This design comes from an exercise in tuning for small area, a short achievable clock period and few clock cycles on the open sky130 flow, not from production work. Function was not checked in any run shown here: the RTL went through the layout flow alone. Power is estimated from default activity; no workload was simulated.

**flow/config.mk**
```make
export PLATFORM = sky130hd
export DESIGN_NAME = st7032_encoder
export DESIGN_NICKNAME = st7032_encoder
export VERILOG_FILES = /design/flow/design.v
export SDC_FILE = /design/flow/constraint.sdc
export NUM_CORES = 4
export LEC_CHECK = 0
export CAP_MARGIN = 20
export CORE_MARGIN = 2
export CORE_UTILIZATION = 40
export SETUP_SLACK_MARGIN = 2.0
export SLEW_MARGIN = 20
```
**flow/constraint.sdc**
```tcl
create_clock -name core_clock -period 4.0 [get_ports {clk}]
set_input_delay 0.8000 -clock core_clock [delete_from_list [all_inputs] [get_ports {clk}]]
set_output_delay 0.8000 -clock core_clock [all_outputs]
set_load 0.01 [all_outputs]
```
**flow/design.v**
```verilog
module st7032_encoder (
    input  wire        clk,
    input  wire        rst,         
    input  wire        cmd_valid,
    output reg         cmd_ready,
    input  wire [15:0] cmd_word,
    input  wire [15:0] cmd_len,
    input  wire        pay_valid,
    output reg         pay_ready,
    input  wire [7:0]  pay_data,
    output reg         rsp_valid,
    output reg  [2:0]  rsp_result,
    output reg  [7:0]  rsp_data,
    output reg  [3:0]  rsp_step,
    output reg         ev_valid,
    input  wire        ev_ready,
    output wire [2:0]  ev_kind,
    output reg  [7:0]  ev_data,
    input  wire        ev_ok,
    input  wire [7:0]  ev_rdata
);
    localparam [2:0] EV_CFG   = 3'd0;
    localparam [2:0] EV_BEGIN = 3'd1;
    localparam [2:0] EV_WRITE = 3'd2;
    localparam [2:0] EV_END   = 3'd3;
    localparam [2:0] EV_REQ   = 3'd4;
    localparam [2:0] EV_WAIT  = 3'd5;
    localparam [2:0] R_OK        = 3'd0;
    localparam [2:0] R_IGNORED   = 3'd1;
    localparam [2:0] R_NOT_READY = 3'd2;
    localparam [2:0] R_BUS_ERROR = 3'd3;
    localparam [2:0] R_READ_FAIL = 3'd4;
    localparam [2:0] R_INVALID   = 3'd5;
    localparam [4:0] S_CFG   = {2'd0, EV_CFG};
    localparam [4:0] S_BEGIN = {2'd0, EV_BEGIN};
    localparam [4:0] S_WSEL  = {2'd0, EV_WRITE};
    localparam [4:0] S_WBYTE = {2'd1, EV_WRITE};
    localparam [4:0] S_END   = {2'd0, EV_END};
    localparam [4:0] S_REQ   = {2'd0, EV_REQ};
    localparam [4:0] S_WAIT1 = {2'd1, EV_WAIT};
    localparam [4:0] S_WAIT2 = {2'd2, EV_WAIT};
    localparam [4:0] S_WAIT3 = {2'd3, EV_WAIT};
    reg [4:0]  st;          
    reg [3:0]  op;          
    reg        ready;       
    reg        lines2;      
    reg        bv;          
    reg [15:0] c;           
    wire [7:0] b = rsp_data;
    wire [3:0] s = rsp_step;
    assign ev_kind = st[2:0];
    wire is_init  = (op == 4'h0);
    wire is_avail = (op == 4'h1);
    wire is_pseq  = (op == 4'h3);
    wire is_data  = (op[3:1] == 3'b001);
    wire in_wsel  = (st == S_WSEL);
    wire in_write = (st[2:0] == EV_WRITE);
    wire in_end   = (st == S_END);
    wire in_req   = (st == S_REQ);
    wire in_wait  = (st[2:0] == EV_WAIT);
    wire [3:0] w_op = cmd_word[15:12];
    wire [2:0] w_f  = cmd_word[10:8];
    wire [7:0] w_a  = cmd_word[7:0];
    reg w_invalid;
    always @(*) begin
        case (w_op)
            4'h0:       w_invalid = (cmd_word & 16'h0EFF) != 16'd0;
            4'h2:       w_invalid = (cmd_word & 16'h0F00) != 16'd0;
            4'h6:       w_invalid = (cmd_word & 16'h0CFF) != 16'd0;
            4'h7:       w_invalid = (cmd_word & 16'h08FF) != 16'd0;
            4'h8, 4'h9: w_invalid = (cmd_word & 16'h0EFF) != 16'd0;
            4'hA:       w_invalid = (cmd_word & 16'h0F80) != 16'd0;
            4'hB:       w_invalid = (cmd_word & 16'h0E00) != 16'd0;
            4'hF:       w_invalid = 1'b1;
            default:    w_invalid = (cmd_word & 16'h0FFF) != 16'd0;
        endcase
    end
    reg [7:0] w_byte;
    always @(*) begin
        case (w_op)
            4'h2:    w_byte = w_a;
            4'h4:    w_byte = 8'h01;
            4'h5:    w_byte = 8'h02;
            4'h6:    w_byte = {6'b000001, w_f[1:0]};
            4'h7:    w_byte = {5'b00001, w_f};
            4'h8:    w_byte = {5'b00011, w_f[0], 2'b00};
            4'h9:    w_byte = {5'b00010, w_f[0], 2'b00};
            4'hA:    w_byte = {1'b1, w_a[6:0]};
            4'hB:    w_byte = {1'b1, w_a[6] ^ w_f[0], w_a[5:0]};
            default: w_byte = 8'h00;
        endcase
    end
    wire w_init   = (w_op == 4'h0) && !w_invalid;
    wire w_open   = (w_op[3:1] == 3'b000);    
    wire w_notrdy = !w_open && !ready;
    wire w_ignore = (w_op == 4'hB) && w_f[0] && !lines2;
    wire w_run    = !w_invalid && !w_notrdy && !w_ignore;
    wire [2:0] w_res = w_invalid ? R_INVALID : w_notrdy ? R_NOT_READY :
                       w_ignore ? R_IGNORED : R_OK;
    wire [4:0] w_st  = (w_op == 4'h0) ? S_CFG : (w_op[3:2] == 2'b11) ? S_REQ : S_BEGIN;
    reg [7:0] init_byte;
    always @(*) begin
        case (s)
            4'd1:    init_byte = 8'h38;
            4'd2:    init_byte = 8'h39;
            4'd3:    init_byte = 8'h14;
            4'd4:    init_byte = 8'h79;
            4'd5:    init_byte = 8'h50;
            4'd6:    init_byte = 8'h6C;
            4'd7:    init_byte = 8'h0C;
            4'd8:    init_byte = 8'h01;
            default: init_byte = 8'h06;
        endcase
    end
    wire err = rsp_result[0];           
    wire acc  = cmd_valid && cmd_ready;
    wire fire = ev_valid && ev_ready;
    wire take = pay_valid && pay_ready;
    wire busy = !cmd_ready;
    wire pmore = is_pseq && (c != 16'd0);
    wire mv   = fire && in_write && !(is_init && in_wsel);
    wire xfer = mv || (busy && !ev_valid);
    wire bv_next = bv ? !mv : (take && !xfer);
    wire c_nz_next = take ? (c[15:1] != 15'd0) : (c != 16'd0);
    always @(posedge clk) begin
        if (rst) begin
            cmd_ready <= 1'b1;
            rsp_valid <= 1'b0;
            ev_valid  <= 1'b0;
            pay_ready <= 1'b0;
            ready     <= 1'b0;
        end else if (acc) begin
            op         <= w_op;
            st         <= w_st;
            cmd_ready  <= !w_run;
            rsp_valid  <= !w_run;
            ev_valid   <= w_run;
            rsp_result <= w_res;
            ev_data    <= 8'h3E;
            rsp_data   <= w_run ? w_byte : 8'h00;
            rsp_step   <= {3'b000, w_init};
            bv         <= (w_op != 4'h3) && (w_op != 4'h0);
            c          <= cmd_len;
            pay_ready  <= w_run && (w_op == 4'h3) && (cmd_len != 16'd0);
            if (w_init) begin
                ready  <= 1'b0;
                lines2 <= w_f[0];
            end
        end else if (busy) begin
            if (take)
                c <= c - 16'd1;
            bv        <= bv_next;
            pay_ready <= is_pseq && c_nz_next && !bv_next;
            if (take && !xfer)
                rsp_data <= pay_data;
            if (!ev_valid && take) begin
                ev_valid <= 1'b1;
                ev_data  <= pay_data;
            end
            if (fire) begin
                case (st[2:0])
                    EV_CFG: st <= S_BEGIN;
                    EV_BEGIN: begin
                        st      <= is_avail ? S_END : S_WSEL;
                        ev_data <= {1'b0, is_data, 6'b0};
                    end
                    EV_WRITE: begin
                        if (is_init && in_wsel) begin
                            st      <= S_WBYTE;
                            ev_data <= init_byte;
                        end else if (bv) begin
                            st      <= S_WBYTE;
                            ev_data <= b;
                        end else if (take) begin
                            st      <= S_WBYTE;
                            ev_data <= pay_data;
                        end else if (pmore) begin
                            st       <= S_WBYTE;
                            ev_valid <= 1'b0;
                        end else begin
                            st <= S_END;
                        end
                    end
                    EV_END: begin
                        rsp_result <= (is_avail || ev_ok) ? R_OK : R_BUS_ERROR;
                        rsp_data   <= {7'b0, is_avail & ev_ok};
                        if (is_avail || is_data) begin
                            cmd_ready <= 1'b1;
                            rsp_valid <= 1'b1;
                            ev_valid  <= 1'b0;
                        end else begin
                            st      <= S_WAIT1;
                            ev_data <= 8'd1;
                        end
                    end
                    EV_REQ: begin
                        cmd_ready  <= 1'b1;
                        rsp_valid  <= 1'b1;
                        ev_valid   <= 1'b0;
                        rsp_result <= ev_ok ? R_OK : R_READ_FAIL;
                        if (!ev_ok)
                            rsp_data <= 8'h00;
                        else if (op == 4'hC)
                            rsp_data <= ev_rdata;
                        else if (op == 4'hD)
                            rsp_data <= {7'b0, ev_rdata[7]};
                        else
                            rsp_data <= {1'b0, ev_rdata[6:0]};
                    end
                    default: begin   
                        if (st[4:3] == 2'd3) begin
                            cmd_ready <= 1'b1;
                            rsp_valid <= 1'b1;
                            ev_valid  <= 1'b0;
                            ready     <= 1'b1;
                            rsp_step  <= 4'd0;
                        end else if (st[4:3] == 2'd1 && (!is_init || err)) begin
                            cmd_ready <= 1'b1;
                            rsp_valid <= 1'b1;
                            ev_valid  <= 1'b0;
                        end else if (st[4:3] == 2'd1 && s == 4'd1) begin
                            st      <= S_WAIT2;
                            ev_data <= 8'd2;
                        end else if (st[4:3] == 2'd1 && s == 4'd9) begin
                            st      <= S_WAIT3;
                            ev_data <= 8'd3;
                        end else begin
                            st       <= S_BEGIN;
                            ev_data  <= 8'h3E;
                            rsp_step <= s + 4'd1;
                        end
                    end
                endcase
            end
        end
    end
endmodule
```
**flow/run.sh**
```bash
#!/bin/bash
# synth_recipe.tcl (not shown) runs the flow's synth.tcl, then flattens the netlist and writes it again
# the make line also repeats each setting of config.mk as NAME=value (left out here)
make -C /OpenROAD-flow-scripts/flow DESIGN_CONFIG=/design/flow/config.mk WORK_HOME=/design/flow/orfs CLKGATE_MAP_FILE= SYNTH_SCRIPT=/design/flow/synth_recipe.tcl finish
```
==> flow_metrics.env, run 1 <==
export IMPL_routed_wl_mm=15.5
export IMPL_vias=4582
export IMPL_clock_sinks=55
export IMPL_arrival_ns=2.40
export IMPL_pwr_share_clk=0.262
export IMPL_drv_slew=0
export IMPL_pin_count=84
export IMPL_drt_iter0_drc=405
export IMPL_grt_pass1_vias=4370
export IMPL_ys_ff_latch=55
export IMPL_finalSetupTns_ns=0
export IMPL_worstRegToRegCells=6
export IMPL_dp_hpwl_mm=10.7
export IMPL_numCtsBuffers=5
export IMPL_final_util=0.636
export IMPL_antenna_left=0
export IMPL_clockRootBuffer="clkbuf_8"
export IMPL_fin_skew_ns=0.0179
export IMPL_cts_tree="built"
export IMPL_synth_top_cell_by_area="edfxtp_1"
export IMPL_fmax_ghz=0.430
export IMPL_htreeDepth=2
export IMPL_place_inst=695
export IMPL_insertion_delay_ns=0.32
export IMPL_grt_overflow=0
export IMPL_worstHoldPathCells=2
export IMPL_rr_endpoint="ev_data[6]"
export IMPL_hp_class="flop to flop"
export IMPL_die_w_um=108
export IMPL_p_int_mw=1.07
export IMPL_viasPerCell=5.86
export IMPL_path_max_fanout=5
export IMPL_p_sw_frac=0.299
export IMPL_area_growth_pct=53.3
export IMPL_power_mw=1.52
export IMPL_routedWlPerCell_um=19.8
export IMPL_drc=0
export IMPL_p_seq_frac=0.455
export IMPL_antenna_found_initial=0
export IMPL_relSlewSlack=0.622
export IMPL_hold_path_end="cmd_ready"
export IMPL_first_pass_iters=6
export IMPL_powerDensity_mw_per_mm2=231
export IMPL_status="timing/DRC/antenna clean"
export IMPL_postSynthAreaPerCell_um2=8.64
export IMPL_period_minus_slack_ns=2.33
export IMPL_synth_area_mm2=0.00430
export IMPL_coreArea_mm2=0.0104
export IMPL_grt_total_usage=0.256
export IMPL_reg2reg_slack_ns=1.70
export IMPL_die_area_mm2=0.0116
export IMPL_layout_nets=712
export IMPL_critPathLaunchType="input port"
export IMPL_end_kind="flop"
export IMPL_final_hold_viol_count=0
export IMPL_critical_path_required_ns=4.07
export IMPL_reg2reg_from="op[3]"
export IMPL_vdd_ir_drop_max_mv=0.177
export IMPL_syn_inst=498
export IMPL_synth_area_leaders="edfxtp_1, nand2_1, mux2i_1, nor2_1, o21ai_0"
export IMPL_yosys_area_top_type_share=0.349
export IMPL_rsz0062_at_grt="true"
export IMPL_grt_start_max_net_pins=22
export IMPL_ys_seq_area_frac=0.372
export IMPL_io_buffer_count=83
export IMPL_whs_ns=0.659
export IMPL_row_count=37
export IMPL_die_y_um=108
export IMPL_ys_async_sr_fraction=0
export IMPL_synth_edf_count=50
export IMPL_start_util=0.415
export IMPL_min_from="cmd_ready"
export IMPL_grt_pass1_wl_mm=23.0
export IMPL_num_antenna_cells=0
export IMPL_yosys_warnings=1
export IMPL_tightest_slew_ns=0.564
export IMPL_report_final_setup_viol=0
export IMPL_clk_path_buf_depth=2
export IMPL_p_leak_nw=2.55
export IMPL_gp_congestion=0.888
export IMPL_fin_crit_sh=0.582
export IMPL_synth_nets=565
export IMPL_stdcell_count=782
export IMPL_drive_gt1_frac=0.327
export IMPL_synth_flop_cell="edfxtp_1"
export IMPL_p_switching_uw=454
export IMPL_pwr_share_comb=0.283
export IMPL_cap_viol_max_count=0
export IMPL_crit_type="input port to flop"
export IMPL_clk_pin_slew_ns=0.11
export IMPL_fill_cells=903
export IMPL_netlist_cell_type_count=74
[flip-flops by register name, summed over array words and instances (netlist names)]
register and count:
pay_ready 1, st 5, rsp_step 4, rsp_valid 1, rsp_result 3, bv 1
c 16, ev_valid 1, rsp_data 8, ev_data 8, lines2 1, op 4
cmd_ready 1, ready 1
[metal layers]
metal / GRT usage / up-vias / part of all wire
li1: - / 2170 / -
met1: 0.350 / 2200 / 0.44
met2: 0.421 / 174 / 0.49
met3: 0.0333 / 38 / 0.048
met4: 0.0778 / 0 / 0.023
met5: 0 / - / 0
[worst max-delay path: stages]
cell       delay, ns
buf_12          0.12
inv_12          0.05
ha_4            0.16
a21oi_4         0.07
a2111oi_4       0.38
a31oi_2         0.09
a32oi_2         0.22
buf_4           0.17
nand2b_4        0.17
buf_6           0.10
o22ai_2         0.06
[layout make-up]
class / instances / area [µm²] / share of cell area
flip-flops and latches: 55 / 1610 / 0.244
well taps: 136 / 170 / 0.0258
repair buffers: 170 / 1530 / 0.232
clock inverters: 3 / 50.0 / 0.00759
clock buffers: 5 / 68.8 / 0.0104
inverters: 15 / 80.1 / 0.0121
multi-input cells: 398 / 3090 / 0.469
[layout by cell type (no fill, tap or decap), types with 6 or more instances in the layout]
cell	count
edfxtp_1	50
nand2_1	61
mux2i_1	17
a21oi_1	24
nor3_1	11
buf_6	9
inv_1	11
a21oi_2	7
buf_4	75
dlygate4sd2_1	31
xnor2_1	10
o22ai_1	6
ha_1	8
clkdlybuf4s50_1	34
a31oi_1	9
o21ai_0	29
nand2b_1	8
buf_2	7
nand3_1	12
nor4_1	6
nor2_1	38
[kinds of logic after synthesis]
| family | Yosys count | synth area share |
|---|---|---|
| AOI/OAI and AO/OA | 142 | 0.219 |
| adders and majority gates | 13 | 0.0378 |
| muxes | 20 | 0.0471 |
| DFF | 55 | 0.372 |
| and+or+nand+nor | 208 | 0.241 |
| xor gates and xnor gates | 14 | 0.0285 |
| buffers and inverters | 46 | 0.0544 |
[stage by stage]
step	worst slack (ns)	instance area, µm²
final	1.67	6600
after global routing	1.63	6600
after CTS	1.69	6240
after detailed placement	0.639	5350
after global placement	0.715	5350
after floorplan	1.57	4490
[power groups by stage]
stage / Combinational, mW / Sequential [mW] / Clock (mW)
final: 0.431 / 0.691 / 0.399
after global routing: 0.460 / 0.694 / 0.418
after CTS: 0.390 / 0.690 / 0.401
after detailed placement: 0.311 / 0.717 / 0
after global placement: 0.308 / 0.716 / 0
after floorplan: 0.178 / 0.706 / 0
[repair_timing]
action / CTS / global route
setup buffers: 56 / 20
hold buffers: 0 / 0
cloned: 2 / 1
endpoints found under the setup margin: 120 / 54
gates resized for setup: 175 / 44
pin swaps: 36 / 31
[worst max path at each step]
stage | cells after the start | slack [ns] | end | start
floorplan | 10 | 1.57 | rsp_step[0] | cmd_word[14]
global placement | 8 | 0.71 | rsp_data[7] | cmd_word[14]
detailed placement | 8 | 0.64 | lines2 | cmd_word[14]
CTS | 7 | 1.69 | rsp_data[6] | op[0]
global route | 11 | 1.63 | rsp_data[4] | cmd_word[14]
finish | 11 | 1.67 | rsp_step[0] | cmd_word[14]
[cells in the mapped netlist (all sizes together), types with 4 or more instances]
cell	n
a211oi	7
a21oi	33
a31oi	13
and2	4
and3	5
buf	15
clkbuf	15
dfxtp	5
edfxtp	50
ha	13
inv	15
mux2i	18
nand2	69
nand2b	10
nand3	15
nand4	5
nor2	45
nor2b	4
nor3	19
nor4	12
o211ai	4
o21ai	37
o221ai	4
o22ai	7
o31ai	5
xnor2	10
xor2	4
==> run 2, diff against run 1 <==
==> flow/flow/run.sh (new file) <==
#!/bin/bash
set -euo pipefail
cd "$(dirname "$0")/.."
export BUFFER_PORTS_ARGS="-buffer_cell sky130_fd_sc_hd__buf_1"
bash standard.sh finish > make_finish.log 2>&1
==> flow/standard.sh (new file) <==
#!/bin/bash
# synth_recipe.tcl (not shown) runs the flow's synth.tcl, then flattens the netlist and writes it again
# the make line also repeats each setting of config.mk as NAME=value (left out here)
make -C /OpenROAD-flow-scripts/flow DESIGN_CONFIG=/design/flow/config.mk WORK_HOME=/design/flow/orfs CLKGATE_MAP_FILE= SYNTH_SCRIPT=/design/flow/synth_recipe.tcl "${@:-finish}"
removed: flow/run.sh
==> flow_metrics.env, run 2 <==
export IMPL_status="timing/DRC/antenna clean"
export IMPL_fin_area_mm2=0.00584
export IMPL_grt_pass1_vias=4333
export IMPL_critPathLaunchType="flop"
export IMPL_reg_largest_list="c (16), ev_data (8), rsp_data (8)"
export IMPL_fmax_ghz=0.447
export IMPL_postSynthAreaPerCell_um2=8.64
export IMPL_antenna_left=0
export IMPL_num_antenna_cells=0
export IMPL_netlist_top_cells_count="nand2_1, edfxtp_1, nor2_1"
export IMPL_clk_pin_slew_ns=0.11
export IMPL_dp_hpwl_mm=10.0
export IMPL_netlist_cell_type_count=74
export IMPL_drc=0
export IMPL_syn_inst=498
export IMPL_vias=4467
export IMPL_yosys_warnings=1
export IMPL_period_minus_slack_ns=2.24
export IMPL_grt_start_max_net_pins=28
export IMPL_yosysMostFrequentCell="nand2_1"
export IMPL_p_leak_nw=2.11
export IMPL_hp_class="flop to flop"
export IMPL_largest_reg_flops=16
export IMPL_cts_tree="built"
export IMPL_fin_skew_ns=0.0101
export IMPL_path_delay_family="simple AND/OR/NAND/NOR gates"
export IMPL_dpl_instance_area_mm2=0.00478
export IMPL_path_max_fanout=4
export IMPL_layout_nets=683
export IMPL_stdcell_count=753
export IMPL_pin_count=84
export IMPL_end_kind="flop"
export IMPL_critPathBufInv=1
export IMPL_first_pass_iters=5
export IMPL_ys_ff_latch=55
export IMPL_synth_area_mm2=0.00430
export IMPL_synth_area_leaders="edfxtp_1, nand2_1, mux2i_1, nor2_1, o21ai_0"
export IMPL_fin_crit_sh=0.559
export IMPL_dp_slack_ns=0.956
export IMPL_yosys_area_top_type_share=0.349
export IMPL_regMostFlops="c"
export IMPL_ys_seq_area_frac=0.372
export IMPL_hold_buffers=0
export IMPL_final_hold_viol_count=0
export IMPL_start_util=0.415
export IMPL_area_growth_pct=35.8
export IMPL_arrival_ns=2.31
export IMPL_drive_gt1_frac=0.271
export IMPL_synth_top_cell_by_area="edfxtp_1"
export IMPL_grt_total_usage=0.246
export IMPL_tightest_slew_ns=1.02
export IMPL_clk_path_buf_depth=2
export IMPL_viasPerCell=5.93
export IMPL_antenna_found_initial=0
export IMPL_final_common_cell="buf_1"
export IMPL_powerDensity_mw_per_mm2=247
export IMPL_drv_slew=0
export IMPL_gp_congestion=0.927
export IMPL_synth_flop_cell="edfxtp_1"
export IMPL_insertion_delay_ns=0.32
export IMPL_ys_async_sr_fraction=0
export IMPL_die_w_um=108
export IMPL_synth_nets=565
export IMPL_io_buffer_count=83
export IMPL_cap_viol_max_count=0
export IMPL_numCtsBuffers=5
export IMPL_critical_path_required_ns=4.07
export IMPL_htreeDepth=2
export IMPL_grt_pass1_wl_mm=22.2
export IMPL_routedWlPerCell_um=19.2
export IMPL_crit_type="flop to flop"
export IMPL_vdd_ir_drop_max_mv=0.150
export IMPL_grt_overflow=0
export IMPL_finalSetupTns_ns=0
export IMPL_cp_cell_sequence="or4_4 > nor3_4 > buf_6 > o21ai_4 > mux2_4 > a22oi_2 > o22ai_1"
export IMPL_relSlewSlack=0.320
export IMPL_clock_sinks=55
export IMPL_clockRootBuffer="clkbuf_8"
export IMPL_place_inst=689
export IMPL_rsz0062_at_grt="true"
export IMPL_report_final_setup_viol=0
export IMPL_final_cell_mix="buf_1, nand2_1, edfxtp_1"
export IMPL_die_area_mm2=0.0116
export IMPL_cp_slowest_cell="or4_4"
export IMPL_cpPeakStageDelay_ns=0.61
export IMPL_drt_iter0_drc=343
export IMPL_setup_ws_ns=1.76
export IMPL_row_count=37
export IMPL_whs_ns=0.635
export IMPL_coreArea_mm2=0.0104
export IMPL_die_y_um=108
export IMPL_synth_edf_count=50
export IMPL_routed_wl_mm=14.4
-- run 2: path summary, 6_finish.rpt --
kind / from / end / slack (ns) / cells after the start
max: op[0] / rsp_data[6] / 1.76 / 7
min: rsp_valid / rsp_valid / 0.63 / 2
max reg2reg: op[0] / rsp_data[6] / 1.76 / 7
min reg2reg: rsp_valid / rsp_valid / 0.63 / 2
-- run 2: cells by family (layout without fill, tap and decap cells) --
family / count (synthesis) / after routing / share of synthesized area
buf+inv: 46 / 163 / 0.0544
simple gates: 208 / 210 / 0.241
compound gates: 142 / 142 / 0.219
xor+xnor: 14 / 14 / 0.0285
fa+ha+maj: 13 / 13 / 0.0378
mux: 20 / 20 / 0.0471
flops: 55 / 55 / 0.372
-- run 2: tightest hold or removal path: cells and delay by family (launching register included) --
family,cells,cell delay (ns)
simple gates,1,0.16
compound gates,1,0.07
flops,1,0.36
-- run 2: final cells by class --
class | count | area [µm²]
Clock buffer | 6 | 72.6
Timing Repair Buffer | 140 | 855
Inverter | 15 | 75.1
Sequential cell | 55 | 1600
Multi-Input combinational cell | 399 | 3030
Fill cell | 988 | 4530
Clock inverter | 2 | 38.8
Tap cell | 136 | 170
-- run 2: stage by stage --
stage | util | power, mW
floorplan | - | 0.883
global placement | 0.461 | 0.967
detailed placement | 0.461 | 0.972
CTS | 0.534 | 1.41
global route | 0.563 | 1.50
finish | 0.563 | 1.44
-- run 2: routing by layer --
metal	wire length, µm	track usage	vias to the layer above
li1	-	-	2113
met1	6280	0.325	2140
met2	6880	0.399	178
met3	897	0.0436	36
met4	394	0.0934	0
met5	0	0	-
-- run 2: where the power goes --
part	switching [mW]	internal, mW
clock	0.198	0.190
sequential	0.0359	0.663
combinational	0.202	0.152
total	0.436	1.01
-- run 2: timing repair --
item | 4_1_cts | 5_1_grt
buffers inserted | 43 | 10
gates resized for setup | 69 | 50
pin swaps | 33 | 22
setup endpoints to repair | 72 | 66
cloned | 2 | 1
==> run 3, diff against run 2 <==
--- a/flow/config.mk
+++ b/flow/config.mk
@@ -8,5 +8,5 @@
 export CAP_MARGIN = 20
 export CORE_MARGIN = 2
 export CORE_UTILIZATION = 40
-export SETUP_SLACK_MARGIN = 2.0
+export SETUP_SLACK_MARGIN = 0
 export SLEW_MARGIN = 20
==> flow_metrics.env, run 3 <==
export IMPL_layout_nets=630
export IMPL_area_growth_pct=11.1
export IMPL_fin_skew_ns=0.0107
export IMPL_tightest_slew_ns=1.04
export IMPL_rsz0062_at_grt="false"
export IMPL_final_common_cell="buf_1"
export IMPL_hp_class="flop to flop"
export IMPL_final_cell_mix="buf_1, nand2_1, edfxtp_1"
export IMPL_crit_type="input port to flop"
export IMPL_arrival_ns=3.04
export IMPL_path_max_fanout=10
export IMPL_drc=0
export IMPL_routedWlPerCell_um=18.7
export IMPL_clk_pin_slew_ns=0.10
export IMPL_drt_iter0_drc=417
export IMPL_numCtsBuffers=5
export IMPL_final_hold_viol_count=0
export IMPL_cpPeakStageDelay_ns=0.67
export IMPL_relSlewSlack=0.304
export IMPL_grt_total_usage=0.231
export IMPL_die_y_um=108
export IMPL_finalSetupTns_ns=0
export IMPL_dpl_instance_area_mm2=0.00466
export IMPL_cp_cell_sequence="buf_1 > inv_1 > ha_1 > a21oi_1 > a2111oi_0 > a31oi_1 > a32oi_1 > nor3_1 > a41o_1"
export IMPL_path_delay_family="compound AO/OA/AOI/OAI gates"
export IMPL_yosys_warnings=1
export IMPL_synth_area_mm2=0.00430
export IMPL_cp_slowest_cell="nor3_1"
export IMPL_drive_gt1_frac=0.0496
export IMPL_dp_slack_ns=0.808
export IMPL_clock_sinks=55
export IMPL_insertion_delay_ns=0.33
export IMPL_grt_start_max_net_pins=27
export IMPL_critPathBufInv=2
export IMPL_synth_top_cell_by_area="edfxtp_1"
export IMPL_pin_count=84
export IMPL_powerDensity_mw_per_mm2=285
export IMPL_post_cts_buffers=0
export IMPL_seqCellArea_mm2=0.00160
export IMPL_grt_pass1_wl_mm=20.7
export IMPL_fmax_ghz=0.352
export IMPL_cts_tree="built"
export IMPL_start_util=0.415
export IMPL_drv_slew=0
export IMPL_die_w_um=108
export IMPL_synth_flop_cell="edfxtp_1"
export IMPL_die_area_mm2=0.0116
export IMPL_dp_hpwl_mm=10.1
export IMPL_report_final_setup_viol=0
export IMPL_critPathLaunchType="input port"
export IMPL_yosys_area_top_type_share=0.349
export IMPL_hold_buffers=0
export IMPL_netlist_cell_type_count=74
export IMPL_ys_async_sr_fraction=0
export IMPL_cap_viol_max_count=0
export IMPL_routed_wl_mm=13.1
export IMPL_fill_cells=1057
export IMPL_critical_path_required_ns=4.20
export IMPL_p_leak_nw=1.69
export IMPL_ys_ff_latch=55
export IMPL_yosysMostFrequentCell="nand2_1"
export IMPL_num_antenna_cells=0
export IMPL_row_count=37
export IMPL_synth_area_leaders="edfxtp_1, nand2_1, mux2i_1, nor2_1, o21ai_0"
export IMPL_vdd_ir_drop_max_mv=0.132
export IMPL_synth_nets=565
export IMPL_grt_overflow=0
export IMPL_clk_path_buf_depth=2
export IMPL_synth_edf_count=50
export IMPL_period_minus_slack_ns=2.84
export IMPL_setup_ws_ns=1.16
export IMPL_regMostFlops="c"
export IMPL_postSynthAreaPerCell_um2=8.64
export IMPL_largest_reg_flops=16
export IMPL_reg_largest_list="c (16), ev_data (8), rsp_data (8)"
export IMPL_status="timing/DRC/antenna clean"
export IMPL_io_buffer_count=83
export IMPL_coreArea_mm2=0.0104
export IMPL_first_pass_iters=5
export IMPL_stdcell_count=700
export IMPL_netlist_top_cells_count="nand2_1, edfxtp_1, nor2_1"
export IMPL_fin_crit_sh=0.711
export IMPL_clockRootBuffer="clkbuf_8"
export IMPL_fin_area_mm2=0.00478
export IMPL_cts_resized_gates=0
export IMPL_end_kind="flop"
export IMPL_syn_inst=498
export IMPL_antenna_left=0
export IMPL_ys_seq_area_frac=0.372
export IMPL_gp_congestion=0.901
export IMPL_grt_pass1_vias=3940
export IMPL_place_inst=692
export IMPL_htreeDepth=2
export IMPL_multi_input_area_mm2=0.00247
export IMPL_vias=4185
export IMPL_antenna_found_initial=0
export IMPL_viasPerCell=5.98
-- run 3: cell counts after synthesis --
Identical to the previous run, type by type.
-- run 3: cells by family (layout without fill, tap and decap cells) --
group	Yosys count	after routing	share of synthesized area
simple gates	208	208	0.241
mux	20	20	0.0471
flops	55	55	0.372
buf+inv	46	112	0.0544
xor+xnor	14	14	0.0285
compound gates	142	142	0.219
fa+ha+maj	13	13	0.0378
-- run 3: layer usage --
layer	share of wire	global-route usage
met1	0.44	0.312
met2	0.47	0.369
met3	0.064	0.0387
met4	0.027	0.0897
met5	0	0
-- run 3: stage by stage --
stage                     power, mW   util  hold slack, ns
after floorplan               0.867      -           0.534
after global placement        0.954  0.449           0.551
after detailed placement      0.960  0.449           0.587
after CTS                      1.36  0.461           0.612
after global routing           1.42  0.461           0.632
final                          1.36  0.461           0.622
-- run 3: worst paths after layout --
| check | from | endpoint | slack (ns) | depth (start not counted) |
|---|---|---|---|---|
| worst max-delay path | cmd_word[14] | rsp_data[5] | 1.16 | 9 |
| worst min-delay path | rsp_valid | rsp_valid | 0.62 | 2 |
| worst max register to register | st[2] | rsp_data[6] | 1.35 | 6 |
| worst min register to register | rsp_valid | rsp_valid | 0.62 | 2 |
-- run 3: tightest hold or removal path: stages, from the launching register on --
cell      delay, ns
dfxtp_1        0.37
a211oi_1       0.07
nor3_1         0.13
-- run 3: cell type report --
class                   instances  share of cell area
repair buffers                 89              0.0746
multi-input cells             397               0.517
clock inverters                 2             0.00812
inverters                      15              0.0118
clock buffers                   6              0.0173
well taps                     136              0.0356
flip-flops and latches         55               0.335
-- run 3: where the power goes --
group          internal, mW  switching (mW)  leakage [nW]  total, mW
sequential            0.663          0.0420         0.510      0.705
clock                 0.206           0.204        0.0618      0.411
combinational        0.0925           0.151          1.12      0.244

[what the ideal ports hide]
The results above use ideal ports. As a check the final layouts listed here were re-extracted and re-timed, cells and wires unchanged. Step 1 assumes that a clkbuf_16 drives the clock port and a buf_2 every other input. Step 2 adds t to the input delays and takes it off the output delays; t is the mean of the earliest and latest rising clock arrival at the registers after step 1. Input paths then give back, and output paths get back, about the clock's delay inside the block. a / b / c = ideal ports / drivers / drivers and shift; a / b = the first two.
run | t, ns | setup WS [ns] | latest minus earliest clock arrival (ns) | slew at the worst register clock pin (ns)
run 1 | 0.346 | 1.674 / 1.658 / 1.312 | 0.018 / 0.018 | 0.12 / 0.12
run 2 | 0.348 | 1.765 / 1.765 / 1.446 | 0.010 / 0.010 | 0.11 / 0.11
run 3 | 0.356 | 1.156 / 1.168 / 0.812 | 0.011 / 0.010 | 0.11 / 0.11
After both steps setup and hold are still met in every run listed. The setup slack of run 1, which loses most, moves by -0.016 ns with the drivers and by -0.362 ns with both steps.
